From an optimization exercise on the open Yosys and OpenROAD flow, aimed at small area, a short achievable clock period and few clock cycles; shortcuts taken in it are not production practice.
The RTL was checked by simulation tests, not by an equivalence proof against the original design.
Power figures rest on the tool's default switching activity, not on a simulated workload.

[run.sh]
#!/bin/bash
# synth_recipe.tcl (not shown) runs the flow's synth.tcl, then flattens the netlist and writes it again
# the make line also repeats each setting of config.mk as NAME=value (left out here)
make -C /OpenROAD-flow-scripts/flow DESIGN_CONFIG=/design/flow/config.mk WORK_HOME=/design/flow/orfs CLKGATE_MAP_FILE= SYNTH_SCRIPT=/design/flow/synth_recipe.tcl finish
[config.mk]
export PLATFORM = sky130hd
export DESIGN_NAME = dvb_voice
export DESIGN_NICKNAME = dvb_voice
export VERILOG_FILES = /design/flow/design.v
export SDC_FILE = /design/flow/constraint.sdc
export NUM_CORES = 4
export LEC_CHECK = 0
export ABC_CLOCK_PERIOD_IN_PS = 100000
export CAP_MARGIN = 20
export CORE_MARGIN = 2
export CORE_UTILIZATION = 40
export PLACE_DENSITY = 0.6
export SLEW_MARGIN = 20
[constraint.sdc]
create_clock -name core_clock -period 180.0 [get_ports {clk}]
set_input_delay 36.0000 -clock core_clock [delete_from_list [all_inputs] [get_ports {clk}]]
set_output_delay 36.0000 -clock core_clock [all_outputs]
set_load 0.01 [all_outputs]
[design.v]
module dvb_voice (
    input  wire        clk,
    input  wire        rst,
    input  wire        cfg_we,
    input  wire [6:0]  cfg_addr,
    input  wire [7:0]  cfg_data,
    input  wire        cmd_valid,
    output wire        cmd_ready,
    input  wire [1:0]  cmd_op,
    input  wire [6:0]  cmd_note,
    input  wire [6:0]  cmd_vel,
    input  wire [15:0] cmd_count,
    output wire        out_valid,
    input  wire        out_ready,
    output wire [15:0] out_sample,
    output wire        active
);
    localparam [2:0] ENV_OFF     = 3'b000;
    localparam [2:0] ENV_ATTACK  = 3'b100;
    localparam [2:0] ENV_DECAY   = 3'b101;
    localparam [2:0] ENV_SUSTAIN = 3'b110;
    localparam [2:0] ENV_RELEASE = 3'b111;
    localparam [1:0] C_IDLE   = 2'd0;
    localparam [1:0] C_CMD    = 2'd1;
    localparam [1:0] C_NOTEON = 2'd2;
    localparam [1:0] C_RENDER = 2'd3;
    localparam [3:0] U_START = 4'd0;
    localparam [3:0] U_VIB   = 4'd1;
    localparam [3:0] U_U     = 4'd2;
    localparam [3:0] U_F     = 4'd3;
    localparam [3:0] U_FMOV  = 4'd4;
    localparam [3:0] U_FINE  = 4'd5;
    localparam [3:0] U_RMOV  = 4'd6;
    localparam [3:0] U_X     = 4'd7;
    localparam [3:0] U_DSET  = 4'd8;
    localparam [3:0] U_DIV   = 4'd9;
    localparam [3:0] U_SSET  = 4'd10;
    localparam [3:0] U_SDIV  = 4'd11;
    localparam [3:0] U_KSET  = 4'd12;
    localparam [3:0] U_KMUL  = 4'd13;
    localparam [3:0] U_DONE  = 4'd14;
    reg [1:0]   initial_wave;
    reg [7:0]   seq_speed;
    reg [4:0]   seq_length;
    reg [7:0]   attack_length;
    reg [6:0]   attack_level;
    reg [7:0]   decay_length;
    reg [6:0]   decay_level;
    reg [7:0]   sustain_length;
    reg [6:0]   sustain_level;
    reg [7:0]   release_length;
    reg [7:0]   vib_delay;
    reg [5:0]   vib_speed;       
    reg [7:0]   vib_depth;
    reg [4:0]   arp_length;
    reg [31:0]  seq_waves;       
    reg [127:0] arp_offsets;     
    reg [15:0]  sample_rate;
    wire [1:0] cfg_wave  = (cfg_data > 8'd3)  ? 2'd3  : cfg_data[1:0];
    wire [6:0] cfg_level = (cfg_data > 8'd64) ? 7'd64 : cfg_data[6:0];
    wire [4:0] cfg_len16 = (cfg_data > 8'd16) ? 5'd16 : cfg_data[4:0];
    integer k;
    always @(posedge clk) begin
        if (rst) begin
            initial_wave   <= 2'd0;
            seq_speed      <= 8'd0;
            seq_length     <= 5'd0;
            attack_length  <= 8'd0;
            attack_level   <= 7'd0;
            decay_length   <= 8'd0;
            decay_level    <= 7'd0;
            sustain_length <= 8'd0;
            sustain_level  <= 7'd0;
            release_length <= 8'd0;
            vib_delay      <= 8'd0;
            vib_speed      <= 6'd0;
            vib_depth      <= 8'd0;
            arp_length     <= 5'd0;
            sample_rate    <= 16'd50;
            seq_waves      <= 32'd0;
            arp_offsets    <= 128'd0;
        end else if (cfg_we) begin
            case (cfg_addr)
                7'd1:  initial_wave   <= cfg_wave;
                7'd2:  seq_speed      <= cfg_data;
                7'd3:  seq_length     <= cfg_len16;
                7'd4:  attack_length  <= cfg_data;
                7'd5:  attack_level   <= cfg_level;
                7'd6:  decay_length   <= cfg_data;
                7'd7:  decay_level    <= cfg_level;
                7'd8:  sustain_length <= cfg_data;
                7'd9:  sustain_level  <= cfg_level;
                7'd10: release_length <= cfg_data;
                7'd11: vib_delay      <= cfg_data;
                7'd12: vib_speed      <= cfg_data[5:0];
                7'd13: vib_depth      <= cfg_data;
                7'd14: arp_length     <= cfg_len16;
                7'd96: sample_rate[7:0]  <= cfg_data;
                7'd97: sample_rate[15:8] <= cfg_data;
                default: ;
            endcase
            for (k = 0; k < 16; k = k + 1)
                if (cfg_addr == 7'd16 + 7'd3 * k[6:0])
                    seq_waves[2 * k +: 2] <= cfg_wave;
            if (cfg_addr[6:4] == 3'b100)
                arp_offsets[8 * cfg_addr[3:0] +: 8] <= cfg_data;
        end
    end
    wire [6:0]  decay_level_eff = (decay_level > attack_level) ? attack_level : decay_level;
    wire [15:0] rate_eff        = (sample_rate < 16'd50) ? 16'd50 : sample_rate;
    reg [15:0] tick_acc;
    reg [6:0]  base_note;
    reg [6:0]  velocity;
    reg [21:0] phase;
    reg [21:0] phase_inc;
    reg [1:0]  active_wave;
    reg [3:0]  seq_step;
    reg [7:0]  seq_counter;
    reg [3:0]  arp_index;
    reg [5:0]  vib_phase;
    reg [7:0]  vib_delay_left;
    reg [2:0]  env_state;
    reg [7:0]  env_ticks;
    reg [22:0] env_volume;
    reg [28:0] vol_vel;         
    assign active = env_state[2];
    reg [3:0]  ust;
    reg [5:0]  cnt;
    reg        eng_next;        
    reg [32:0] acc;
    reg [15:0] rem;
    reg [22:0] qr;
    reg [21:0] pin;             
    wire       vdl_nz  = (vib_delay_left != 8'd0);
    wire [7:0] vdl_n   = vdl_nz ? vib_delay_left - 8'd1 : vib_delay_left;
    wire [5:0] vp_n    = vdl_nz ? vib_phase : vib_phase + vib_speed;
    wire [4:0] ai_inc  = {1'b0, arp_index} + 5'd1;
    wire [3:0] ai_n    = (arp_length == 5'd0) ? arp_index : ((ai_inc >= arp_length) ? 4'd0 : ai_inc[3:0]);
    wire       seq_on  = (seq_length != 5'd0) && (seq_speed != 8'd0);
    wire [8:0] sc_inc  = {1'b0, seq_counter} + 9'd1;
    wire       seq_adv = seq_on && (sc_inc >= {1'b0, seq_speed});
    wire [4:0] ss_inc  = {1'b0, seq_step} + 5'd1;
    wire [1:0] seq_w   = seq_waves[2 * seq_step +: 2];
    wire [1:0] aw_n    = seq_adv ? seq_w : active_wave;
    wire [3:0] ss_n    = seq_adv ? ((ss_inc >= seq_length) ? 4'd0 : ss_inc[3:0]) : seq_step;
    wire [7:0] sc_n    = seq_adv ? 8'd0 : (seq_on ? sc_inc[7:0] : seq_counter);
    function [21:0] wave_mask(input [1:0] w);
        wave_mask = (w == 2'd0) ? 22'h0fffff : (w == 2'd3) ? 22'h3fffff : 22'h1fffff;
    endfunction
    wire [8:0]  n_ticks = {1'b0, env_ticks} + 9'd1;
    wire        env_sub = (env_state != ENV_ATTACK);
    wire [24:0] v_step  = {2'b00, env_volume} + (env_sub ? ~{2'b00, qr} : {2'b00, qr}) + {24'd0, env_sub};
    reg  [2:0]  st_n;
    reg  [7:0]  tk_n;
    reg  [22:0] vol_n;
    reg         cond;
    always @(*) begin
        st_n  = env_state;
        tk_n  = env_ticks;
        vol_n = env_volume;
        cond  = 1'b0;
        case (env_state)
            ENV_ATTACK: begin
                cond = (v_step[23:16] >= {1'b0, attack_level}) || (n_ticks >= {1'b0, attack_length});
                if (cond) begin
                    tk_n = 8'd0;
                    if (decay_length == 8'd0) begin
                        st_n  = ENV_SUSTAIN;
                        vol_n = {sustain_level, 16'd0};
                    end else begin
                        st_n  = ENV_DECAY;
                        vol_n = {attack_level, 16'd0};
                    end
                end else begin
                    tk_n  = n_ticks[7:0];
                    vol_n = v_step[22:0];
                end
            end
            ENV_DECAY: begin
                cond = ($signed(v_step) <= $signed({2'b00, decay_level_eff, 16'd0})) || (n_ticks >= {1'b0, decay_length});
                if (cond) begin
                    tk_n  = 8'd0;
                    st_n  = ENV_SUSTAIN;
                    vol_n = {sustain_level, 16'd0};
                end else begin
                    tk_n  = n_ticks[7:0];
                    vol_n = v_step[22:0];
                end
            end
            ENV_SUSTAIN: begin
                vol_n = {sustain_level, 16'd0};
                if (sustain_length != 8'd0) begin
                    tk_n = n_ticks[7:0];
                    if (n_ticks >= {1'b0, sustain_length}) begin
                        tk_n = 8'd0;
                        if (release_length == 8'd0) begin
                            st_n  = ENV_OFF;
                            vol_n = 23'd0;
                        end else begin
                            st_n  = ENV_RELEASE;
                        end
                    end
                end
            end
            ENV_RELEASE: begin
                tk_n = n_ticks[7:0];
                if ($signed(v_step) <= 25'sd0 || n_ticks >= {1'b0, release_length}) begin
                    st_n  = ENV_OFF;
                    vol_n = 23'd0;
                end else begin
                    vol_n = v_step[22:0];
                end
            end
            default: ;
        endcase
    end
    wire [5:0] e_vp = eng_next ? vp_n : vib_phase;
    wire [3:0] e_ai = eng_next ? ai_n : arp_index;
    wire [1:0] e_aw = eng_next ? aw_n : active_wave;
    wire [4:0] sin_i = e_vp[4] ? (5'd16 - {1'b0, e_vp[3:0]}) : {1'b0, e_vp[3:0]};
    reg [14:0] sin_mag;
    always @(*) begin
        case (sin_i)
            5'd0:  sin_mag = 15'd0;
            5'd1:  sin_mag = 15'd1606;
            5'd2:  sin_mag = 15'd3196;
            5'd3:  sin_mag = 15'd4756;
            5'd4:  sin_mag = 15'd6270;
            5'd5:  sin_mag = 15'd7723;
            5'd6:  sin_mag = 15'd9102;
            5'd7:  sin_mag = 15'd10394;
            5'd8:  sin_mag = 15'd11585;
            5'd9:  sin_mag = 15'd12665;
            5'd10: sin_mag = 15'd13623;
            5'd11: sin_mag = 15'd14449;
            5'd12: sin_mag = 15'd15137;
            5'd13: sin_mag = 15'd15679;
            5'd14: sin_mag = 15'd16069;
            5'd15: sin_mag = 15'd16305;
            default: sin_mag = 15'd16384;
        endcase
    end
    wire sin_neg = e_vp[5];
    wire [5:0]  u_hi  = rem[15:10];
    reg  [3:0]  u_oct;
    reg  [1:0]  u_m3;
    always @(*) begin
        u_oct = u_hi / 6'd3;
        u_m3  = u_hi % 6'd3;
    end
    wire [3:0] u_semi = {u_m3, rem[9:8]};
    reg [16:0] semi_rd;
    always @(*) begin
        case (u_semi)
            4'd0:  semi_rd = 17'd65536;
            4'd1:  semi_rd = 17'd69433;
            4'd2:  semi_rd = 17'd73562;
            4'd3:  semi_rd = 17'd77936;
            4'd4:  semi_rd = 17'd82570;
            4'd5:  semi_rd = 17'd87480;
            4'd6:  semi_rd = 17'd92682;
            4'd7:  semi_rd = 17'd98193;
            4'd8:  semi_rd = 17'd104032;
            4'd9:  semi_rd = 17'd110218;
            4'd10: semi_rd = 17'd116772;
            4'd11: semi_rd = 17'd123715;
            default: semi_rd = 17'd65536;
        endcase
    end
    wire [7:0]  arp_entry = arp_offsets[8 * e_ai +: 8];
    wire [10:0] note_a    = {4'd0, base_note} + 11'd39 +
                            ((arp_length != 5'd0) ? {{3{arp_entry[7]}}, arp_entry} : 11'd0);
    wire [5:0] div_n = 6'd17 + {2'd0, u_oct} + ((e_aw == 2'd0) ? 6'd4 : (e_aw == 2'd3) ? 6'd6 : 6'd5);
    reg [6:0] st_lvl;
    reg [7:0] st_len;
    always @(*) begin
        case (env_state)
            ENV_ATTACK: begin st_lvl = attack_level;                   st_len = attack_length;  end
            ENV_DECAY:  begin st_lvl = attack_level - decay_level_eff; st_len = decay_length;   end
            default:    begin st_lvl = sustain_level;                  st_len = release_length; end
        endcase
    end
    localparam [5:0] C55 = 6'd55;
    reg        mbit;
    always @(*) begin
        case (ust)
            U_VIB:   mbit = vib_depth[cnt[2:0]];
            U_F:     mbit = rem[cnt[2:0]];
            U_FINE:  mbit = qr[16];
            U_X:     mbit = C55[cnt[2:0]];
            U_KMUL:  mbit = velocity[cnt[2:0]];
            default: mbit = 1'b0;
        endcase
    end
    reg [32:0] mval;
    reg        mneg;
    always @(*) begin
        mneg = 1'b0;
        case (ust)
            U_START: mval = {{16{note_a[10]}}, note_a, 6'd0};
            U_VIB:   begin mval = {18'd0, sin_mag}; mneg = sin_neg; end
            U_F:     mval = 33'd3897;
            U_FINE:  mval = {16'd0, semi_rd};
            U_X:     mval = {16'd0, qr[16:0]};
            U_SSET:  mval = {26'd0, st_lvl};
            U_KMUL:  mval = {10'd0, eng_next ? vol_n : env_volume};
            default: mval = 33'd0;
        endcase
    end
    wire acc_clr = (ust == U_START) || (ust == U_U) || (ust == U_FMOV) || (ust == U_RMOV) ||
                   (ust == U_SSET) || (ust == U_KSET);
    wire acc_add = (ust == U_START) || (ust == U_SSET) || mbit;
    wire [32:0] acc_a   = acc_clr ? 33'd0 : {acc[31:0], 1'b0};
    wire [32:0] acc_b   = acc_add ? (mneg ? ~mval : mval) : 33'd0;
    wire [32:0] acc_sum = acc_a + acc_b + {32'd0, acc_add & mneg};
    wire [26:0] u_raw = acc[32:6];
    wire [15:0] u_cl  = u_raw[26] ? 16'd0 : (u_raw > 27'd49151) ? 16'd49151 : u_raw[15:0];
    wire        div_bit = (ust == U_SDIV) ? acc[6] : acc[22];
    wire [16:0] div_r2  = {rem, div_bit};
    wire [15:0] div_d   = (ust == U_SDIV) ? {8'd0, st_len} : rate_eff;
    wire [17:0] div_df  = {1'b0, div_r2} - {2'b00, div_d};
    wire        div_q   = ~div_df[17];
    wire [15:0] div_rn  = div_q ? div_df[15:0] : div_r2[15:0];
    wire eng_ready = (ust == U_DONE) && eng_next;
    wire [4:0] wi32 = phase[20:16];
    reg  [7:0] w_mag;
    reg        w_neg;
    reg  [4:0] sq;
    always @(*) begin
        w_mag = 8'd0;
        w_neg = 1'b0;
        sq    = phase[20] ? (5'd0 - phase[20:16]) : phase[20:16];
        case (active_wave)
            2'd0: begin    
                w_neg = ~phase[19];
                w_mag = phase[19] ? {1'b0, phase[18:16], 4'd0} : (8'd128 - {1'b0, phase[18:16], 4'd0});
            end
            2'd1: begin    
                w_neg = phase[20];
                w_mag = 8'd64;
            end
            2'd2: begin    
                if (!phase[20]) begin
                    w_neg = ~phase[19];
                    w_mag = phase[19] ? {1'b0, phase[18:16], 4'd0} : (8'd128 - {1'b0, phase[18:16], 4'd0});
                end else begin
                    w_neg = phase[19];
                    w_mag = phase[19] ? {1'b0, phase[18:16], 4'd0} : (8'd128 - {1'b0, phase[18:16], 4'd0});
                end
            end
            default: begin    
                w_neg = phase[21];
                case (sq)
                    5'd0:  w_mag = 8'd0;
                    5'd1:  w_mag = 8'd12;
                    5'd2:  w_mag = 8'd25;
                    5'd3:  w_mag = 8'd37;
                    5'd4:  w_mag = 8'd49;
                    5'd5:  w_mag = 8'd60;
                    5'd6:  w_mag = 8'd71;
                    5'd7:  w_mag = 8'd81;
                    5'd8:  w_mag = 8'd90;
                    5'd9:  w_mag = 8'd98;
                    5'd10: w_mag = 8'd106;
                    5'd11: w_mag = 8'd112;
                    5'd12: w_mag = 8'd117;
                    5'd13: w_mag = 8'd122;
                    5'd14: w_mag = 8'd125;
                    5'd15: w_mag = 8'd126;
                    default: w_mag = 8'd127;
                endcase
            end
        endcase
    end
    wire [36:0] s_prod = w_mag * vol_vel;
    wire [20:0] s_x    = s_prod[35:15];
    wire [21:0] s_y    = {1'b0, s_x} + 22'd1;
    wire [29:0] s_t    = {1'b0, s_y, 7'd0} + {8'd0, s_y} + {15'd0, s_y[21:7]};
    wire [15:0] s_q    = {1'b0, s_t[28:14]};
    wire [15:0] sample = w_neg ? (16'd0 - s_q) : s_q;
    wire [16:0] tick_sum = {1'b0, tick_acc} + 17'd50;
    wire [17:0] tick_dif = {1'b0, tick_sum} - {2'b00, rate_eff};
    wire        tick_due = ~tick_dif[17];
    reg [1:0]  ctl;
    reg        cmd_ready_q;
    reg        out_valid_q;
    reg [15:0] out_sample_q;
    reg [15:0] frames_left;
    reg [1:0]  op_q;
    reg        ticked;
    assign cmd_ready  = cmd_ready_q;
    assign out_valid  = out_valid_q;
    assign out_sample = out_sample_q;
    wire take     = cmd_valid & cmd_ready_q;
    wire out_free = ~out_valid_q | out_ready;
    wire do_tick  = (ctl == C_RENDER) && out_free && (frames_left != 16'd0) &&
                    !ticked && active && tick_due && eng_ready;
    always @(posedge clk) begin
        if (rst) begin
            ctl            <= C_IDLE;
            cmd_ready_q    <= 1'b1;
            out_valid_q    <= 1'b0;
            out_sample_q   <= 16'd0;
            frames_left    <= 16'd0;
            op_q           <= 2'd0;
            ticked         <= 1'b0;
            tick_acc       <= 16'd0;
            base_note      <= 7'd0;
            velocity       <= 7'd0;
            phase          <= 22'd0;
            phase_inc      <= 22'd0;
            active_wave    <= 2'd0;
            seq_step       <= 4'd0;
            seq_counter    <= 8'd0;
            arp_index      <= 4'd0;
            vib_phase      <= 6'd0;
            vib_delay_left <= 8'd0;
            env_state      <= ENV_OFF;
            env_ticks      <= 8'd0;
            env_volume     <= 23'd0;
            vol_vel        <= 29'd0;
        end else begin
            case (ctl)
                C_IDLE: begin
                    frames_left <= cmd_count;
                    op_q        <= cmd_op;
                    if (take) begin
                        cmd_ready_q <= 1'b0;
                        ctl         <= C_CMD;
                        if (cmd_op == 2'd0) begin
                            base_note <= cmd_note;
                            velocity  <= cmd_vel;
                        end
                    end
                end
                C_CMD: begin
                    case (op_q)
                        2'd0: begin
                            phase          <= 22'd0;
                            seq_step       <= 4'd0;
                            seq_counter    <= 8'd0;
                            active_wave    <= initial_wave;
                            arp_index      <= 4'd0;
                            vib_phase      <= 6'd0;
                            vib_delay_left <= vib_delay;
                            env_ticks      <= 8'd0;
                            if (attack_length != 8'd0) begin
                                env_state  <= ENV_ATTACK;
                                env_volume <= 23'd0;
                            end else if (decay_length != 8'd0) begin
                                env_state  <= ENV_DECAY;
                                env_volume <= {attack_level, 16'd0};
                            end else begin
                                env_state  <= ENV_SUSTAIN;
                                env_volume <= {sustain_level, 16'd0};
                            end
                            ctl <= C_NOTEON;
                        end
                        2'd1: begin
                            if (env_state == ENV_ATTACK || env_state == ENV_DECAY ||
                                env_state == ENV_SUSTAIN) begin
                                env_ticks <= 8'd0;
                                if (release_length == 8'd0) begin
                                    env_state  <= ENV_OFF;
                                    env_volume <= 23'd0;
                                end else begin
                                    env_state  <= ENV_RELEASE;
                                end
                            end
                            ctl         <= C_IDLE;
                            cmd_ready_q <= 1'b1;
                        end
                        2'd2: begin
                            if (frames_left == 16'd0) begin
                                ctl         <= C_IDLE;
                                cmd_ready_q <= 1'b1;
                            end else begin
                                ctl <= C_RENDER;
                            end
                        end
                        default: begin
                            ctl         <= C_IDLE;
                            cmd_ready_q <= 1'b1;
                        end
                    endcase
                end
                C_NOTEON: begin
                    if (ust == U_DONE && !eng_next) begin
                        phase_inc   <= pin;
                        vol_vel     <= acc[28:0];
                        ctl         <= C_IDLE;
                        cmd_ready_q <= 1'b1;
                    end
                end
                default: begin    
                    if (out_free) begin
                        if (frames_left == 16'd0) begin
                            out_valid_q <= 1'b0;
                            ctl         <= C_IDLE;
                            cmd_ready_q <= 1'b1;
                        end else if (!ticked && active && tick_due) begin
                            out_valid_q <= 1'b0;
                            if (eng_ready) begin
                                ticked     <= 1'b1;
                                tick_acc   <= tick_dif[15:0];
                                env_state  <= st_n;
                                env_ticks  <= tk_n;
                                env_volume <= vol_n;
                                if (st_n[2]) begin
                                    vib_delay_left <= vdl_n;
                                    vib_phase      <= vp_n;
                                    arp_index      <= ai_n;
                                    seq_counter    <= sc_n;
                                    seq_step       <= ss_n;
                                    active_wave    <= aw_n;
                                    phase          <= phase & wave_mask(aw_n);
                                    phase_inc      <= pin;
                                    vol_vel        <= acc[28:0];
                                end
                            end
                        end else begin
                            ticked      <= 1'b0;
                            out_valid_q <= 1'b1;
                            frames_left <= frames_left - 16'd1;
                            if (active) begin
                                out_sample_q <= sample;
                                phase        <= (phase + phase_inc) & wave_mask(active_wave);
                                if (!ticked)
                                    tick_acc <= tick_sum[15:0];
                            end else begin
                                out_sample_q <= 16'd0;
                            end
                        end
                    end
                end
            endcase
        end
    end
    always @(posedge clk) begin
        if (rst) begin
            ust      <= U_DONE;
            eng_next <= 1'b0;
            cnt      <= 6'd0;
            acc      <= 33'd0;
            rem      <= 16'd0;
            qr       <= 23'd0;
            pin      <= 22'd0;
        end else begin
            acc <= acc_sum;
            case (ust)
                U_START: begin cnt <= 6'd7; ust <= U_VIB; end
                U_VIB: begin
                    cnt <= cnt - 6'd1;
                    if (cnt == 6'd0) ust <= U_U;
                end
                U_U: begin rem <= u_cl; cnt <= 6'd7; ust <= U_F; end
                U_F: begin
                    cnt <= cnt - 6'd1;
                    if (cnt == 6'd0) ust <= U_FMOV;
                end
                U_FMOV: begin qr <= {6'd0, 5'b10000, acc[19:8]}; cnt <= 6'd16; ust <= U_FINE; end
                U_FINE: begin
                    qr  <= {qr[21:0], 1'b0};
                    cnt <= cnt - 6'd1;
                    if (cnt == 6'd0) ust <= U_RMOV;
                end
                U_RMOV: begin qr <= {6'd0, acc[32:16]}; cnt <= 6'd5; ust <= U_X; end
                U_X: begin
                    cnt <= cnt - 6'd1;
                    if (cnt == 6'd0) ust <= U_DSET;
                end
                U_DSET: begin
                    cnt <= div_n - 6'd1;
                    rem <= 16'd0;
                    pin <= 22'd0;
                    acc <= acc;
                    ust <= U_DIV;
                end
                U_DIV: begin
                    rem <= div_rn;
                    pin <= {pin[20:0], div_q};
                    cnt <= cnt - 6'd1;
                    if (cnt == 6'd0) ust <= eng_next ? U_SSET : U_KSET;
                end
                U_SSET: begin rem <= 16'd0; cnt <= 6'd22; ust <= U_SDIV; end
                U_SDIV: begin
                    rem <= div_rn;
                    qr  <= {qr[21:0], div_q};
                    cnt <= cnt - 6'd1;
                    if (cnt == 6'd0) ust <= U_KSET;
                end
                U_KSET: begin cnt <= 6'd6; ust <= U_KMUL; end
                U_KMUL: begin
                    cnt <= cnt - 6'd1;
                    if (cnt == 6'd0) ust <= U_DONE;
                end
                default: begin
                    acc <= acc;
                    if (!eng_next && ctl == C_NOTEON) begin
                        eng_next <= 1'b1;
                        ust      <= U_START;
                    end
                end
            endcase
            if (cfg_we || do_tick) begin
                eng_next <= 1'b1;
                ust      <= U_START;
            end else if (ctl == C_CMD && op_q == 2'd0) begin
                eng_next <= 1'b0;
                ust      <= U_START;
            end else if (ctl == C_CMD && op_q == 2'd1 && eng_next &&
                         (ust == U_SSET || ust == U_SDIV || ust == U_KSET || ust == U_KMUL || ust == U_DONE)) begin
                ust <= U_SSET;
            end
        end
    end
endmodule
==> results.sh <==
export IMPL_place_inst=7228
export IMPL_avgSynthCellArea_um2=7.866
export IMPL_initialDrtViolationCount=3746
export IMPL_synth_async_sr_flop_share_pct=0
export IMPL_worstPathRequired_ps=180490
export IMPL_period_minus_slack_ps=38990
export IMPL_leakagePower_nw=20.80
export IMPL_grt_start_max_net_pins=166
export IMPL_final_max_slew_violation_count=0
export IMPL_finalNetCount=6350
export IMPL_antenna_found_initial=3
export IMPL_final_cells=7357
export IMPL_cts_buffer_depth=3
export IMPL_grt_pass1_wl_um=229800
export IMPL_maxCapViolations=0
export IMPL_drt_first_pass_iters=5
export IMPL_yosysSeqAreaShare_pct=25.19
export IMPL_max_freq_mhz=25.65
export IMPL_cts_sinks=584
export IMPL_grt_pass1_vias=40420
export IMPL_clock_skew_ps=62.81
export IMPL_dp_hpwl_um=107600
export IMPL_postCtsSetupBuffers=0
export IMPL_vdd_drop_max_v=0.000007391
export IMPL_post_cts_resized=0
export IMPL_arrival_ps=39480
export IMPL_gp_congestion=1.002
export IMPL_path_max_fanout=23
export IMPL_ys_ff_latch=584
export IMPL_end_kind="flop"
export IMPL_cts_root_buf="clkbuf_16"
export IMPL_cts_tree="done"
export IMPL_critical_path_class="primary input to flop"
export IMPL_track_usage_pct=24.10
export IMPL_drc_errors=0
export IMPL_layout_drive_gt1_share_pct=5.168
export IMPL_num_fill_cells=11440
export IMPL_tightest_slew_ps=1137
export IMPL_synth_cells=5900
export IMPL_placementRows=124
export IMPL_synth_main_ff_cell="dfxtp_1"
export IMPL_clk_latency_ps=670
export IMPL_syn_area_um2=46410
export IMPL_outcome="complete, no violations"
export IMPL_power_density_nw_per_um2=9.057
export IMPL_area_delta_synth_final_pct=9.435
export IMPL_synth_edf_count=0
export IMPL_dieWidth_um=344.6
export IMPL_yosys_warnings=1
export IMPL_cts_made_buffers=69
export IMPL_timing_slew_headroom_pct=23.40
export IMPL_viasPerCell=5.793
export IMPL_hp_class="flop to flop"
export IMPL_h_tree_depth=3
export IMPL_syn_nets=6462
export IMPL_num_io_pins=71
export IMPL_rsz0062_at_grt="no"
export IMPL_vias=42620
export IMPL_wl_per_cell_um=19.85
export IMPL_finalWirelength_um=146000
export IMPL_gr_total_overflow=0
export IMPL_max_stage_delay_ps=800
export IMPL_ant_nets=0
export IMPL_fp_dieH_um=344.6
export IMPL_startpoint_type="primary input"
export IMPL_cpMaxStageDelayCell="nor2_2"
export IMPL_dieArea_um2=118800
export IMPL_setup_violations=0
export IMPL_synth_cell_types=101
export IMPL_port_buffers=70
export IMPL_core_area_um2=114700
export IMPL_fin_hold_ws_ps=454.4
export IMPL_crit_chain="clkdlybuf4s50_1 -> nor2b_1 -> nor2_1 -> o21ai_1 -> nor3_2 -> nor2_2 -> o41ai_1 -> o21ai_0 -> a31oi_1"
export IMPL_setup_tns_ps=0
export IMPL_timing_final_crit_share_pct=21.66
export IMPL_path_clk_slew_ps=60
export IMPL_hold_violations=0
export IMPL_ctsHoldBuffers=0
export IMPL_initial_core_util_pct=40.48
-- report_power, final --
| part | total, mW | switching [mW] | internal, mW |
|---|---|---|---|
| combinational | 0.169 | 0.109 | 0.0597 |
| clock | 0.148 | 0.0625 | 0.0854 |
| sequential | 0.143 | 0.00848 | 0.135 |
-- cell type report --
type / count / area, um2 / share of cell area [%]
sequential: 584 / 11690 / 23.02
inverter: 343 / 1287 / 2.535
clock buffer: 96 / 2018 / 3.974
tap: 1512 / 1892 / 3.725
antenna: 1 / 2.502 / 0.004927
clock inverter: 31 / 370.4 / 0.7292
timing repair buffer: 148 / 1308 / 2.574
multi-input combinational: 4642 / 32220 / 63.44
-- metrics by stage --
stage               worst slack, ps  power (mW)  utilization, %  area, um2
floorplan                    141700      0.2621               -      46410
global placement             140490      0.3084           42.18      48360
detailed placement           140510      0.3106           42.20      48380
CTS                          141200      0.4595           44.28      50770
global route                 140860      0.4848           44.30      50790
finish                       141010      0.4600           44.30      50790
-- cell families (layout without fill, tap and decap cells) --
group	after synthesis	count (layout)	share of synthesized area [%]
flops	584	584	25.19
xor+xnor	213	213	4.076
buf+inv	674	618	5.686
other cells	0	1	0
mux	210	210	4.844
compound gates	1491	1491	21.12
fa+ha+maj	510	510	16.61
simple gates	2218	2218	22.47
-- worst paths after layout --
path	endpoint	cells after the start	slack [ps]	start
worst max-delay path	phase[21]$_SDFFE_PP0P_	9	141010	out_ready
worst min-delay path	out_sample_q[5]$_SDFFE_PP0P_	2	450	out_sample_q[5]$_SDFFE_PP0P_
worst max register to register	out_sample_q[12]$_SDFFE_PP0P_	44	166110	phase[16]$_SDFFE_PP0P_
worst min register to register	out_sample_q[5]$_SDFFE_PP0P_	2	450	out_sample_q[5]$_SDFFE_PP0P_
-- worst max-delay path: cells and delay by family --
kind	cells	cell delay [ps]
AO/OA/AOI/OAI	4	1360
AND/OR/NAND/NOR	4	1690
buffers and inverters	1	420
-- layer usage --
layer,track usage [%],part of all wire [%],up-vias
met4,9.629,4.2,6
met2,38.87,45,1271
met5,0,0.023,-
met1,32.38,45,20540
li1,-,-,20520
met3,3.491,6.0,287
-- cell usage after synthesis, types with 12 or more instances --
| master | instances | share of area [%] |
|---|---|---|
| nor2b_1 | 100 | 1.3 |
| mux2_2 | 17 | 0.41 |
| ha_1 | 333 | 9.0 |
| dfxtp_1 | 584 | 25 |
| o22ai_1 | 21 | 0.28 |
| a22o_1 | 15 | 0.28 |
| and2_1 | 229 | 3.1 |
| a21o_1 | 103 | 1.7 |
| xnor2_1 | 151 | 2.8 |
| inv_1 | 341 | 2.8 |
| or4_1 | 18 | 0.29 |
| a311oi_1 | 26 | 0.49 |
| xor2_1 | 60 | 1.1 |
| nand4_1 | 30 | 0.40 |
| a221oi_1 | 22 | 0.42 |
| a211oi_1 | 97 | 1.6 |
| nor2_1 | 660 | 5.3 |
| nand2b_1 | 77 | 1.0 |
| a222oi_1 | 13 | 0.28 |
| a221o_1 | 20 | 0.43 |
| o211ai_1 | 32 | 0.52 |
| nand3_1 | 165 | 1.8 |
| nor3_1 | 116 | 1.3 |
| a21boi_0 | 16 | 0.26 |
| a21oi_1 | 434 | 4.7 |
| or3_1 | 21 | 0.28 |
| a2111oi_0 | 12 | 0.23 |
| a31oi_1 | 68 | 0.92 |
| or2_2 | 16 | 0.22 |
| fa_1 | 177 | 7.6 |
| nand2_1 | 641 | 5.2 |
| mux2i_1 | 183 | 3.9 |
| and3_1 | 44 | 0.59 |
| buf_1 | 22 | 0.18 |
| o31ai_1 | 25 | 0.40 |
| o21bai_1 | 26 | 0.42 |
| o21a_1 | 31 | 0.50 |
| nand3b_1 | 12 | 0.19 |
| clkbuf_1 | 285 | 2.3 |
| a22oi_1 | 166 | 2.7 |
| o21ai_0 | 245 | 2.6 |
| nor4_1 | 34 | 0.46 |
| nor3b_1 | 19 | 0.31 |
-- placed cells by master (no fill, tap or decap), types with 151 or more instances in the layout --
master	n
a21oi_1	432
a22oi_1	166
and2_1	229
dfxtp_1	584
fa_1	177
ha_1	332
inv_1	340
mux2i_1	182
nand2_1	641
nand3_1	165
nor2_1	655
o21ai_0	245
xnor2_1	151
-- flip-flops by register name (all words and copies together) (netlist names), 16 cells and up --
register / cells
acc: 33
arp_offsets: 128
env_volume: 23
frames_left: 16
out_sample_q: 16
phase: 22
phase_inc: 22
pin: 22
qr: 23
rem: 16
sample_rate: 16
seq_waves: 32
tick_acc: 16
vol_vel: 29
Testbench counts, summed over its fixed seeds: cycles 655,357.

==> afterwards: timing with drivers on the ports <==
The flow's constraints put no driver on any port. The routed layout listed below was extracted and timed again, unchanged, in two steps. Step 1: set_driving_cell puts a clkbuf_16 on clk and a buf_2 on each other input, an assumption about the parent block. Step 2 adds t to the input delays and takes it off the output delays; t is the mean of the earliest and latest rising clock arrival at the registers after step 1. Input paths then give back, and output paths get back, about the clock's delay inside the block. Slacks: no drivers / after step 1 / after step 2; pairs: no drivers / after step 1.
t, ns: 0.706
setup slack, ns: 141.007 / 141.040 / 140.334
worst setup path at the end: input to register
pins driven straight from the clock port: 1
After both steps this run still meets setup and hold. For this run, drivers alone change the setup slack by +0.033 ns; drivers and shift together by -0.673 ns.
